This is an optimization exercise on Yosys and OpenROAD, whose aim is small area, a short achievable clock period and few clock cycles per item, not a production implementation.
The RTL was checked by simulation tests, not by an equivalence proof against the original design.
Power and IR drop assume default switching activity.

## the baseline
// can_frame_parser
module can_frame_parser (
    input  wire        clk,
    input  wire        rst,
    input  wire        in_valid,
    output wire        in_ready,
    input  wire [10:0] in_id,
    input  wire [3:0]  in_dlc,
    input  wire [63:0] in_data,
    output wire        rd_valid,
    input  wire        rd_ready,
    output wire        rd_last,
    output wire [7:0]  rd_field,
    output reg  [1:0]  rd_kind,
    output wire [16:0] rd_raw,
    output reg  [1:0]  rd_scale,
    output wire [55:0] rd_text,
    output wire [2:0]  rd_textlen,
    output wire        tx_valid,
    output wire [10:0] tx_id,
    output wire [3:0]  tx_dlc,
    output wire [63:0] tx_data,
    output wire        done,
    output reg  [5:0]  fault_bits,
    output wire [15:0] fault_count
);
For scale: ~890 cells after synthesis, roughly 140 flip-flops, about 280 I/O pins, ~8500 sq um of cells after synthesis.
Settings: LEC_CHECK=0, CAP_MARGIN=20, CORE_MARGIN=2, CORE_UTILIZATION=35, CTS_BUF_LIST=sky130_fd_sc_hd__clkbuf_8, CTS_CLUSTER_DIAMETER=150, CTS_CLUSTER_SIZE=40, PLACE_DENSITY=0.6, SETUP_SLACK_MARGIN=2.25, SLEW_MARGIN=20; clock period 6.0 ns.
standard.sh (not shown) runs the stock make flow with config.mk's settings and CLKGATE_MAP_FILE= SYNTH_SCRIPT=/design/flow/synth_recipe.tcl, a recipe that flattens the netlist after the stock synthesis.
==> flow/flow/run.sh <==
#!/bin/bash
# Standard ORFS layout with fast port buffers and free cell resizing:
#  - ports are buffered with buf_1 instead of the default delay-buffer cell
#  - the resizer may swap a cell for any cell of the same function
#    (MATCH_CELL_FOOTPRINT=0), not only same-footprint ones.
set -euo pipefail
bash standard.sh MATCH_CELL_FOOTPRINT=0 \
  "BUFFER_PORTS_ARGS=-buffer_cell sky130_fd_sc_hd__buf_1" \
  finish > standard.log 2>&1
Testbench counts of the baseline, summed over its fixed seeds: cycles 35,159, frames 20,000.
The inputs of the candidate differ from those of the baseline as listed below.
-- flow/design.v --
<<< the baseline, line 11
    output wire        rd_last,
    output wire [7:0]  rd_field,
    output reg  [1:0]  rd_kind,
    output wire [16:0] rd_raw,
    output reg  [1:0]  rd_scale,
    output wire [55:0] rd_text,
    output wire [2:0]  rd_textlen,
>>> the candidate, line 11
    output wire        rd_last,
    output wire [7:0]  rd_field,
    output wire [1:0]  rd_kind,
    output wire [16:0] rd_raw,
    output wire [1:0]  rd_scale,
    output wire [55:0] rd_text,
    output wire [2:0]  rd_textlen,
<<< the baseline, line 38
    reg [15:0] fc;             
    reg        fpend;          
    assign fault_count = (fpend && ~&fc) ? fc + 16'd1 : fc;
    reg        em;             
    reg        zd;             
>>> the candidate, line 38
    reg [15:0] fc;             
    reg        fpend;          
    reg [3:0]  fc_g;           
    wire        fc_inc = fpend && !(&fc_g);
    wire [3:0]  fc_ci  = {fc_inc && fc_g[0] && fc_g[1] && fc_g[2],
                          fc_inc && fc_g[0] && fc_g[1], fc_inc && fc_g[0], fc_inc};
    reg  [15:0] fc_cy;
    integer     n;
    always @* begin
        for (n = 0; n < 4; n = n + 1)
            fc_cy[4*n +: 4] = {4{fc_ci[n]}} & {&fc[4*n +: 3], &fc[4*n +: 2], fc[4*n], 1'b1};
    end
    assign fault_count = fc ^ fc_cy;
    reg        em;             
    reg        zd;             
<<< the baseline, line 337
    reg [5:0] r_f;        
    assign rd_field = {r_f7, 1'b0, r_f};
    reg [7:0] lo_b, hi_b, lo, hi;
    always @* begin
>>> the candidate, line 347
    reg [5:0] r_f;        
    assign rd_field = {r_f7, 1'b0, r_f};
    function [3:0] kind_scale(input [7:0] f);
        case (f)
            8'h07, 8'h08:               kind_scale = {K_LABEL, 2'd0};
            8'h09, 8'h0A, 8'h0B, 8'h0C: kind_scale = {K_ONOFF, 2'd0};
            8'h18:                      kind_scale = {K_TEXT, 2'd0};
            8'h10, 8'h29, 8'h2C:        kind_scale = {K_NUM, 2'd1};
            8'h2E, 8'h2F:               kind_scale = {K_NUM, 2'd3};
            8'h01, 8'h12, 8'h28, 8'h2A, 8'h2B, 8'h82, 8'h83, 8'h84, 8'h85:
                                        kind_scale = {K_NUM, 2'd0};
            default:                    kind_scale = {K_NUM, 2'd2};
        endcase
    endfunction
    assign {rd_kind, rd_scale} = kind_scale(rd_field);
    reg [7:0] lo_b, hi_b, lo, hi;
    always @* begin
<<< the baseline, line 360
            skip1      <= id481 && lk1;
            {r_f7, r_f} <= {f_desc[29], f_desc[27:22]};
            {rd_kind, rd_scale, r_ls, r_bitm, r_hs, r_hx, r_sgn} <= f_desc[21:0];
            tx_code    <= n_code;
            cst        <= n_cst;
>>> the candidate, line 383
            skip1      <= id481 && lk1;
            {r_f7, r_f} <= {f_desc[29], f_desc[27:22]};
            {r_ls, r_bitm, r_hs, r_hx, r_sgn} <= f_desc[17:0];
            tx_code    <= n_code;
            cst        <= n_cst;
<<< the baseline, line 370
        end else if (rd_ready) begin
            {r_f7, r_f} <= {desc_nx[29], desc_nx[27:22]};
            {rd_kind, rd_scale, r_ls, r_bitm, r_hs, r_hx, r_sgn} <= desc_nx[21:0];
        end
        if (done && cst) carry_byte <= d7;
>>> the candidate, line 393
        end else if (rd_ready) begin
            {r_f7, r_f} <= {desc_nx[29], desc_nx[27:22]};
            {r_ls, r_bitm, r_hs, r_hx, r_sgn} <= desc_nx[17:0];
        end
        if (done && cst) carry_byte <= d7;
<<< the baseline, line 384
            fc          <= 16'd0;
            fpend       <= 1'b0;
        end else begin
            if (ce) begin
>>> the candidate, line 407
            fc          <= 16'd0;
            fpend       <= 1'b0;
            fc_g        <= 4'd0;
        end else begin
            if (ce) begin
<<< the baseline, line 394
            txp <= take && n_tx;
            fc    <= fault_count;
            fpend <= take && fault;
            if (take) begin
>>> the candidate, line 418
            txp <= take && n_tx;
            fc    <= fault_count;
            fc_g  <= {&fault_count[15:12], &fault_count[11:8], &fault_count[7:4], &fault_count[3:0]};
            fpend <= take && fault;
            if (take) begin
## What came out
Per the comparison of the candidate with the baseline, synthesis-to-finish area growth has decreased; first-iteration DRC count has increased; number of vias per cell increased by about 2.3% relative to the old numbers; die area shows no meaningful change. The candidate finished every step from synthesis to the final layout, and the layout passed the timing, DRC and antenna checks. Per the comparison of the candidate with the baseline, part of the power in the clock network lower, total cell area at the placement stage roughly the same, relative max-transition margin lower, final standard cell count with taps included and fillers excluded higher. On post-synthesis cell area, the baseline tracks the candidate almost exactly.
Testbench counts of the candidate, summed over its fixed seeds: cycles 35,159, frames 20,000.

-- port drivers added, routing unchanged --
How much do the figures lean on ideal ports? The routed layouts below were timed once more, with nothing changed but the port constraints. Step 1: set_driving_cell puts a clkbuf_16 on clk and a buf_2 on each other input, an assumption about the parent block. Step 2 also shifts input and output timing later by t, the mid clock arrival at the registers, as if the neighbouring blocks saw the same clock. Slacks: ideal / step 1 / step 2; pairs: ideal / step 1.
| run | t (ns) | setup slack, ns | hold slack, ns | clock arrival spread, ns | worst register clock-pin slew, ns |
|---|---|---|---|---|---|
| the baseline | 0.501 | 2.417 / 2.374 / 1.935 | 0.492 / 0.492 / 0.492 | 0.024 / 0.024 | 0.10 / 0.10 |
| the candidate | 0.487 | 2.452 / 2.414 / 1.955 | 0.517 / 0.517 / 0.517 | 0.020 / 0.020 | 0.09 / 0.09 |
After both steps every run listed still meets setup and hold. For the candidate, which loses most, drivers alone change the setup slack by -0.038 ns; drivers and shift together by -0.497 ns.
